Background: an optimization exercise with open tools, aiming at small area, a short achievable clock period and few clock cycles. Do not read the settings as production practice.
The RTL was checked by simulation tests, not by an equivalence proof against the original design.

## qd_core
module qd_core (
    input  wire        clk,
    input  wire        rst,             
    input  wire        req_valid,
    output wire        req_ready,
    input  wire [31:0] req_value,
    input  wire [31:0] req_cursor,
    input  wire [31:0] req_capacity,
    output wire        wr_valid,
    output wire [31:0] wr_addr,
    output wire [15:0] wr_data,
    output wire [1:0]  wr_be,
    output wire        rsp_valid,
    output wire [31:0] rsp_cursor,
    output wire [3:0]  rsp_len,
    output wire        rsp_status
);
    function [3:0] stp;
        input [3:0] x;
        begin
            stp[3] = (x[0] & x[2]) | (x[1] & x[2]);
            stp[2] = (~x[0] & ~x[1] & x[2]) | (x[0] & x[3]);
            stp[1] = (x[1] & ~x[2]) | (~x[0] & ~x[1] & x[2]) | (x[0] & x[1]) | (x[3]);
            stp[0] = (x[0] & ~x[2]) | (~x[0] & x[2]) | (x[3]);
        end
    endfunction
    function [3:0] dec;
        input [3:0] x;
        begin
            dec[3] = (x[0] & x[1] & x[3]);
            dec[2] = (x[2] & ~x[3]) | (~x[0] & x[3]) | (~x[1] & x[3]);
            dec[1] = (~x[0] & x[1]) | (x[1] & ~x[2] & ~x[3]) | (x[0] & ~x[1] & x[3]);
            dec[0] = (x[0] & ~x[2] & ~x[3]) | (~x[0] & x[3]) | (x[2] & x[3]);
        end
    endfunction
    function [11:0] dec8;
        input [7:0] b;
        reg   [11:0] s, t;
        reg   [12:0] ext;
        integer i, d;
        begin
            s = 12'd0;
            for (i = 0; i < 8; i = i + 1) begin
                ext = {s, b[7 - i]};
                for (d = 0; d < 3; d = d + 1)
                    t[4*d +: 4] = stp({s[4*d +: 3], ext[4*d]});
                s = t;
            end
            dec8 = s;
        end
    endfunction
    function [39:0] dd8;
        input [39:0] acc;
        input [7:0]  b;
        reg   [39:0] s, t;
        reg   [40:0] ext;
        integer i, d;
        begin
            s = acc;
            for (i = 0; i < 8; i = i + 1) begin
                ext = {s, b[7 - i]};
                for (d = 0; d < 10; d = d + 1)
  ...
For scale: ~1600 cells after synthesis, roughly 110 flip-flops, about 190 I/O pins.
export LEC_CHECK = 0
export ABC_AREA = 1
export CAP_MARGIN = 20
export CORE_MARGIN = 2
export CORE_UTILIZATION = 40
export SLEW_MARGIN = 20
create_clock -name core_clock -period 16.0 [get_ports {clk}]
standard.sh (not shown) runs the stock make flow with config.mk's settings and CLKGATE_MAP_FILE= SYNTH_SCRIPT=/design/flow/synth_recipe.tcl, a recipe that flattens the netlist after the stock synthesis.
==> flow/flow/run.sh <==
#!/bin/bash
# Layout flow: the standard synthesis and layout (standard.sh), with two
# changes to how the layout is made:
#  - the port buffers that global placement inserts are buf_1 cells rather
#    than the delay-buffer cells buffer_ports picks on its own;
set -euo pipefail
export BUFFER_PORTS_ARGS="-buffer_cell sky130_fd_sc_hd__buf_1"
export SETUP_SLACK_MARGIN="${QD_SETUP_MARGIN:-8.5}"
bash standard.sh synth > log_synth.txt 2>&1
bash standard.sh floorplan > log_floorplan.txt 2>&1
bash standard.sh place > log_place.txt 2>&1
bash standard.sh cts > log_cts.txt 2>&1
bash standard.sh route > log_route.txt 2>&1
bash standard.sh finish > log_finish.txt 2>&1
Testbench counts at the start, summed over its fixed seeds: cycles 15,321.
Rerun with:
--- a/flow/flow/run.sh
+++ b/flow/flow/run.sh
@@ -7,3 +7,3 @@
 export BUFFER_PORTS_ARGS="-buffer_cell sky130_fd_sc_hd__buf_1"
-export SETUP_SLACK_MARGIN="${QD_SETUP_MARGIN:-8.5}"
+export SETUP_SLACK_MARGIN="${QD_SETUP_MARGIN:-9.0}"
 bash standard.sh synth > log_synth.txt 2>&1
Settings changed: CORE_UTILIZATION 40 to 65.
Routed wire length stays flat.
Non-clock buffer count increases by 12.
Cell count came out lower by 5.0%.
Via count goes up by 3.9%.
Global-route usage rose by 10 points.
Clock-buffer cell count is unchanged.

---

Another version of the RTL of qd_core (not shown whole).
Size: roughly 1600 cells after synthesis, about 84 flip-flops, ~190 I/O pins.
clock: 16.0 ns
lec_check: 0
abc_area: 1
cap_margin: 20
core_margin: 2
core_utilization: 40
cts_buf_list: sky130_fd_sc_hd__clkbuf_8
cts_cluster_size: 30
slew_margin: 20
==> flow/flow/run.sh <==
#!/bin/bash
# Layout flow: the standard synthesis and layout (standard.sh), with two
# changes to how the layout is made:
#  - the port buffers that global placement inserts are buf_1 cells rather
#    than the delay-buffer cells buffer_ports picks on its own;
set -euo pipefail
export BUFFER_PORTS_ARGS="-buffer_cell sky130_fd_sc_hd__buf_1"
export SETUP_SLACK_MARGIN="${QD_SETUP_MARGIN:-9.25}"
bash standard.sh synth > log_synth.txt 2>&1
bash standard.sh floorplan > log_floorplan.txt 2>&1
bash standard.sh place > log_place.txt 2>&1
bash standard.sh cts > log_cts.txt 2>&1
bash standard.sh route > log_route.txt 2>&1
bash standard.sh finish > log_finish.txt 2>&1
The baseline passed the timing, design-rule and antenna checks.
Testbench counts at the start, summed over its fixed seeds: cycles 15,321.
Rerun with:
--- a/flow/flow/run.sh
+++ b/flow/flow/run.sh
@@ -7,3 +7,3 @@
 export BUFFER_PORTS_ARGS="-buffer_cell sky130_fd_sc_hd__buf_1"
-export SETUP_SLACK_MARGIN="${QD_SETUP_MARGIN:-9.25}"
+export SETUP_SLACK_MARGIN="${QD_SETUP_MARGIN:-9.0}"
 bash standard.sh synth > log_synth.txt 2>&1
Settings changed: CORE_UTILIZATION 40 to 55, TNS_END_PERCENT from default to 5.
The changed run finished clean.
Final cell count came out lower by 5.3%.
Synthesized area is unchanged.
Design area fell by 5.1%.
Clock skew barely changes.
Register-to-register slack hardly moves.
Setup slack loses 94 ps.
Rerun with:
Settings changed: CORE_UTILIZATION 55 to 40, TNS_END_PERCENT 5 to default.
Result: Final area climbs by 2.1%. Synthesized cell count is unchanged. Synthesized area does not change. Core utilization drops by 17 points.
Rerun with:
--- a/flow/flow/run.sh
+++ b/flow/flow/run.sh
@@ -7,3 +7,3 @@
 export BUFFER_PORTS_ARGS="-buffer_cell sky130_fd_sc_hd__buf_1"
-export SETUP_SLACK_MARGIN="${QD_SETUP_MARGIN:-9.0}"
+export SETUP_SLACK_MARGIN="${QD_SETUP_MARGIN:-9.5}"
 bash standard.sh synth > log_synth.txt 2>&1
Cell count rises by about 2.2%.
Worst hold slack gains 6.8 ps.
Worst setup slack gains 150 ps.
Sequential share of layout area came out lower by 2.1 points.
Routed wire length went up by 6.3%.
Count of clock-buffer cells in the layout drops by 2.
Cell area rose by 13%.
Fmax grows by about 2.3%.
First-iteration DRC count fell by 4.4%.

---

red:
Another version of the RTL of qd_core (not shown whole).
Size: roughly 1600 cells after synthesis, ~110 flip-flops, roughly 0.011 sq mm of cells after synthesis.
==> flow/config.mk <==
export PLATFORM = sky130hd
export DESIGN_NAME = qd_core
export DESIGN_NICKNAME = qd_core
export VERILOG_FILES = /design/flow/design.v
export SDC_FILE = /design/flow/constraint.sdc
export NUM_CORES = 4
export LEC_CHECK = 0
export ABC_AREA = 1
export CAP_MARGIN = 20
export CORE_MARGIN = 2
export CORE_UTILIZATION = 40
export SLEW_MARGIN = 20
==> flow/constraint.sdc <==
create_clock -name core_clock -period 16.0 [get_ports {clk}]
set_input_delay 3.2000 -clock core_clock [delete_from_list [all_inputs] [get_ports {clk}]]
set_output_delay 3.2000 -clock core_clock [all_outputs]
set_load 0.01 [all_outputs]
==> flow/flow/run.sh <==
#!/bin/bash
# Layout flow: the standard synthesis and layout (standard.sh), with two
# changes to how the layout is made:
#  - the port buffers that global placement inserts are buf_1 cells rather
#    than the delay-buffer cells buffer_ports picks on its own;
set -euo pipefail
export BUFFER_PORTS_ARGS="-buffer_cell sky130_fd_sc_hd__buf_1"
export SETUP_SLACK_MARGIN="${QD_SETUP_MARGIN:-8.5}"
bash standard.sh synth > log_synth.txt 2>&1
bash standard.sh floorplan > log_floorplan.txt 2>&1
bash standard.sh place > log_place.txt 2>&1
bash standard.sh cts > log_cts.txt 2>&1
bash standard.sh route > log_route.txt 2>&1
bash standard.sh finish > log_finish.txt 2>&1
Testbench counts of red, summed over its fixed seeds: cycles 15,321.
> inputs changed (red -> blue)
diff --git a/flow/flow/run.sh b/flow/flow/run.sh
--- a/flow/flow/run.sh
+++ b/flow/flow/run.sh
@@ -7,3 +7,3 @@
 export BUFFER_PORTS_ARGS="-buffer_cell sky130_fd_sc_hd__buf_1"
-export SETUP_SLACK_MARGIN="${QD_SETUP_MARGIN:-8.5}"
+export SETUP_SLACK_MARGIN="${QD_SETUP_MARGIN:-9.5}"
 bash standard.sh synth > log_synth.txt 2>&1
Findings:
Compared with red, total length of routed wires in blue increased by a few percent.
Largest incremental delay on the critical path delta for blue relative to red: 340 ps lower
The following lists how green was set up differently from blue:
==> flow/run.sh (new file) <==
#!/bin/bash
# synth_recipe.tcl (not shown) runs the flow's synth.tcl, then flattens the netlist and writes it again
# the make line also repeats each setting of config.mk as NAME=value (left out here)
make -C /OpenROAD-flow-scripts/flow DESIGN_CONFIG=/design/flow/config.mk WORK_HOME=/design/flow/orfs CLKGATE_MAP_FILE= SYNTH_SCRIPT=/design/flow/synth_recipe.tcl finish
removed: flow/flow/run.sh
removed: flow/standard.sh
### Flow results
In the flow results for blue and green, the met1 track utilization from global routing is smaller on blue. Routed wire length, blue and green, lower one = green. Summary of the comparison: highest fanout seen on the critical path is higher in green, relative to blue. Delta(final layout net count, green - blue) < 0. From blue to green the numbers moved as follows: core utilization rose 0.30 points; synthesized cell count shows no meaningful change. green against blue: number of global-route vias before repair held steady.

---

qd_core with an RTL version that a note above also has.
Size: roughly 1,600 cells after synthesis, ~190 I/O pins, about 9400 µm² of cells after synthesis.
clock: 16.0 ns
lec_check: 0
abc_area: 1
cap_margin: 20
core_margin: 2
core_utilization: 40
cts_buf_list: sky130_fd_sc_hd__clkbuf_8
cts_cluster_size: 30
slew_margin: 20
==> flow/flow/run.sh <==
#!/bin/bash
# Layout flow: the standard synthesis and layout (standard.sh), with two
# changes to how the layout is made:
#  - the port buffers that global placement inserts are buf_1 cells rather
#    than the delay-buffer cells buffer_ports picks on its own;
set -euo pipefail
export BUFFER_PORTS_ARGS="-buffer_cell sky130_fd_sc_hd__buf_1"
export SETUP_SLACK_MARGIN="${QD_SETUP_MARGIN:-8.75}"
bash standard.sh synth > log_synth.txt 2>&1
bash standard.sh floorplan > log_floorplan.txt 2>&1
bash standard.sh place > log_place.txt 2>&1
bash standard.sh cts > log_cts.txt 2>&1
bash standard.sh route > log_route.txt 2>&1
bash standard.sh finish > log_finish.txt 2>&1
Testbench counts at the start, summed over its fixed seeds: cycles 15,321.
Next try:
--- a/flow/flow/run.sh
+++ b/flow/flow/run.sh
@@ -7,3 +7,3 @@
 export BUFFER_PORTS_ARGS="-buffer_cell sky130_fd_sc_hd__buf_1"
-export SETUP_SLACK_MARGIN="${QD_SETUP_MARGIN:-8.75}"
+export SETUP_SLACK_MARGIN="${QD_SETUP_MARGIN:-9.0}"
 bash standard.sh synth > log_synth.txt 2>&1
PLACE_DENSITY = 0.8   (was not set)
TNS_END_PERCENT = 5   (was not set)
What happened: Worst setup slack gains 0.064 ns. First-iteration DRC count went up by about a fifth. Final area went up slightly. Sequential cell count is unchanged. Non-clock buffer count went up by 2. Utilization went up by 0.39 points. Global-route usage went up by 0.85 points. Clock-buffer cell count went down by 2. Fmax went up slightly. Wire length went up by a few percent.
Next try:
PLACE_DENSITY = not set   (was 0.8)
Clock skew barely changes.
Design area hardly moves.

---

## willow
qd_core, a different RTL version from the one above (not shown whole).
Size in the first run: roughly 1600 cells after synthesis.
export LEC_CHECK = 0
export ABC_AREA = 1
export CAP_MARGIN = 20
export CORE_MARGIN = 2
export CORE_UTILIZATION = 40
export SLEW_MARGIN = 20
create_clock -name core_clock -period 16.0 [get_ports {clk}]
==> flow/flow/run.sh <==
#!/bin/bash
# Layout flow: the standard synthesis and layout (standard.sh), with two
# changes to how the layout is made:
#  - the port buffers that global placement inserts are buf_1 cells rather
#    than the delay-buffer cells buffer_ports picks on its own;
set -euo pipefail
export BUFFER_PORTS_ARGS="-buffer_cell sky130_fd_sc_hd__buf_1"
export SETUP_SLACK_MARGIN="${QD_SETUP_MARGIN:-8.0}"
bash standard.sh synth > log_synth.txt 2>&1
bash standard.sh floorplan > log_floorplan.txt 2>&1
bash standard.sh place > log_place.txt 2>&1
bash standard.sh cts > log_cts.txt 2>&1
bash standard.sh route > log_route.txt 2>&1
bash standard.sh finish > log_finish.txt 2>&1
willow | stages: all done | timing, DRC, antenna: all pass
Testbench counts of willow, summed over its fixed seeds: cycles 15,321.
Here is what was changed in the inputs of harbor compared with willow.
diff --git a/flow/flow/run.sh b/flow/flow/run.sh
--- a/flow/flow/run.sh
+++ b/flow/flow/run.sh
@@ -6,5 +6,5 @@
 set -euo pipefail
 export BUFFER_PORTS_ARGS="-buffer_cell sky130_fd_sc_hd__buf_1"
-export SETUP_SLACK_MARGIN="${QD_SETUP_MARGIN:-8.0}"
+export SETUP_SLACK_MARGIN="${QD_SETUP_MARGIN:-8.5}"
 bash standard.sh synth > log_synth.txt 2>&1
 bash standard.sh floorplan > log_floorplan.txt 2>&1
The final layout from harbor, which completed every stage, passed the timing, design-rule and antenna checks at the end of the flow. | non-filler instance count after layout | harbor vs willow | ≈ equal |. willow -> harbor: worst hold slack flat. Higher time the worst path needs with I/O delays and setup goes to willow over harbor. The lower final worst-path setup slack came out of willow. Compared with willow, in harbor worst setup slack for register-to-register paths +0.16 ns, max-slew headroom at the worst pin +0.76 points, delay of the slowest critical-path stage -0.10 ns, area added between synthesis and finish +0.30 points. [compare] base=willow new=harbor: share of the final layout cell area in sequential cells comparable, proportion of cell area occupied by multi-input gates barely changed.

---

== 04-07 ==
qd_core, a different RTL version from the one above (not shown whole).
Size in the first run: about 1,700 cells after synthesis, about 0.0098 mm2 of cells after synthesis.
==> flow/config.mk <==
export PLATFORM = sky130hd
export DESIGN_NAME = qd_core
export DESIGN_NICKNAME = qd_core
export VERILOG_FILES = /design/flow/design.v
export SDC_FILE = /design/flow/constraint.sdc
export NUM_CORES = 4
export LEC_CHECK = 0
export ABC_AREA = 1
export CAP_MARGIN = 20
export CORE_MARGIN = 2
export CORE_UTILIZATION = 40
export SLEW_MARGIN = 20
==> flow/constraint.sdc <==
create_clock -name core_clock -period 16.0 [get_ports {clk}]
set_input_delay 3.2000 -clock core_clock [delete_from_list [all_inputs] [get_ports {clk}]]
set_output_delay 3.2000 -clock core_clock [all_outputs]
set_load 0.01 [all_outputs]
==> flow/flow/run.sh <==
#!/bin/bash
# Layout flow: the standard synthesis and layout (standard.sh), with two
# changes to how the layout is made:
#  - the port buffers that global placement inserts are buf_1 cells rather
#    than the delay-buffer cells buffer_ports picks on its own;
set -euo pipefail
export BUFFER_PORTS_ARGS="-buffer_cell sky130_fd_sc_hd__buf_1"
export SETUP_SLACK_MARGIN="${QD_SETUP_MARGIN:-9.0}"
bash standard.sh synth > log_synth.txt 2>&1
bash standard.sh floorplan > log_floorplan.txt 2>&1
bash standard.sh place > log_place.txt 2>&1
bash standard.sh cts > log_cts.txt 2>&1
bash standard.sh route > log_route.txt 2>&1
bash standard.sh finish > log_finish.txt 2>&1
04-07: flow completed, timing, DRC and antenna clean
Testbench counts of 04-07, summed over its fixed seeds: cycles 15,321.
#### Input delta (12-21 over 04-07)
Settings: putting CTS_CLUSTER_SIZE at 30 where nothing was set; putting CTS_BUF_LIST at sky130_fd_sc_hd__clkbuf_8 where nothing was set.
--- outcome ---
12-21 ended with every stage complete and zero timing, DRC or antenna violations.
Changes observed in 12-21 relative to 04-07: met3 global-route usage has increased; worst hold slack has increased; fraction of met2 tracks used by global routing has remained practically unchanged.
12-21 ends up with a post-layout minimum cycle time that is 0.0052 ns higher than in 04-07.
Summary of 12-21 over 04-07: global-route usage over all layers essentially unchanged, total wire length essentially unchanged, multi-input gate share of total cell area increased 0.47 points.

re-timing with driven ports:
In the flow no input, the clock included, has a driving cell. The finished layouts below were timed again as built, in two steps.
Step 1, drivers: a clkbuf_16 drives clk and a buf_2 each remaining input, both assumed.
Step 2, shift: input delay + t, output delay - t, t = (earliest + latest rising clock arrival at the registers) / 2. This alone moves slack from input paths to output paths.
Slacks: no drivers / after step 1 / after step 2; pairs: no drivers / after step 1.
| run | t (ns) | setup WS [ns] | worst setup path after step 2 | slew at the worst register clock pin (ns) | pins driven straight from the clock port |
|---|---|---|---|---|---|
| the first run of note 1 | 0.407 | 8.607 / 8.559 / 8.760 | input to output | 0.09 / 0.09 | 1 |
| the second run of note 1 | 0.407 | 8.527 / 8.481 / 8.888 | register to output | 0.09 / 0.09 | 1 |
| the first run of note 2 | 0.416 | 9.281 / 9.236 / 9.154 | input to register | 0.10 / 0.10 | 1 |
| the second run of note 2 | 0.419 | 9.187 / 9.143 / 8.923 | input to register | 0.09 / 0.09 | 1 |
| the third run of note 2 | 0.415 | 9.133 / 9.099 / 8.976 | input to register | 0.10 / 0.10 | 1 |
| the fourth run of note 2 | 0.423 | 9.285 / 9.236 / 9.088 | input to register | 0.10 / 0.10 | 1 |
| red | 0.462 | 8.818 / 8.789 / 8.644 | input to register | 0.07 / 0.07 | 1 |
| blue | 0.459 | 9.277 / 9.230 / 9.022 | input to register | 0.06 / 0.06 | 1 |
| green | 0.464 | 8.089 / 8.057 / 8.057 | input to output | 0.07 / 0.07 | 1 |
| the first run of note 4 | 0.416 | 9.077 / 9.035 / 8.851 | input to register | 0.10 / 0.10 | 1 |
| the second run of note 4 | 0.422 | 9.142 / 9.118 / 8.829 | input to register | 0.09 / 0.09 | 1 |
| the third run of note 4 | 0.415 | 9.130 / 9.096 / 8.946 | input to register | 0.10 / 0.10 | 1 |
| willow | 0.389 | 8.561 / 8.518 / 8.437 | input to register | 0.07 / 0.07 | 1 |
| harbor | 0.389 | 8.843 / 8.801 / 8.594 | input to register | 0.07 / 0.07 | 1 |
| 04-07 | 0.392 | 9.127 / 9.099 / 9.099 | input to output | 0.07 / 0.07 | 1 |
| 12-21 | 0.415 | 9.122 / 9.093 / 9.093 | input to output | 0.10 / 0.10 | 1 |
After both steps every run listed still meets setup and hold. For the second run of note 4, which loses most, drivers alone change the setup slack by -0.024 ns; drivers and shift together by -0.313 ns.
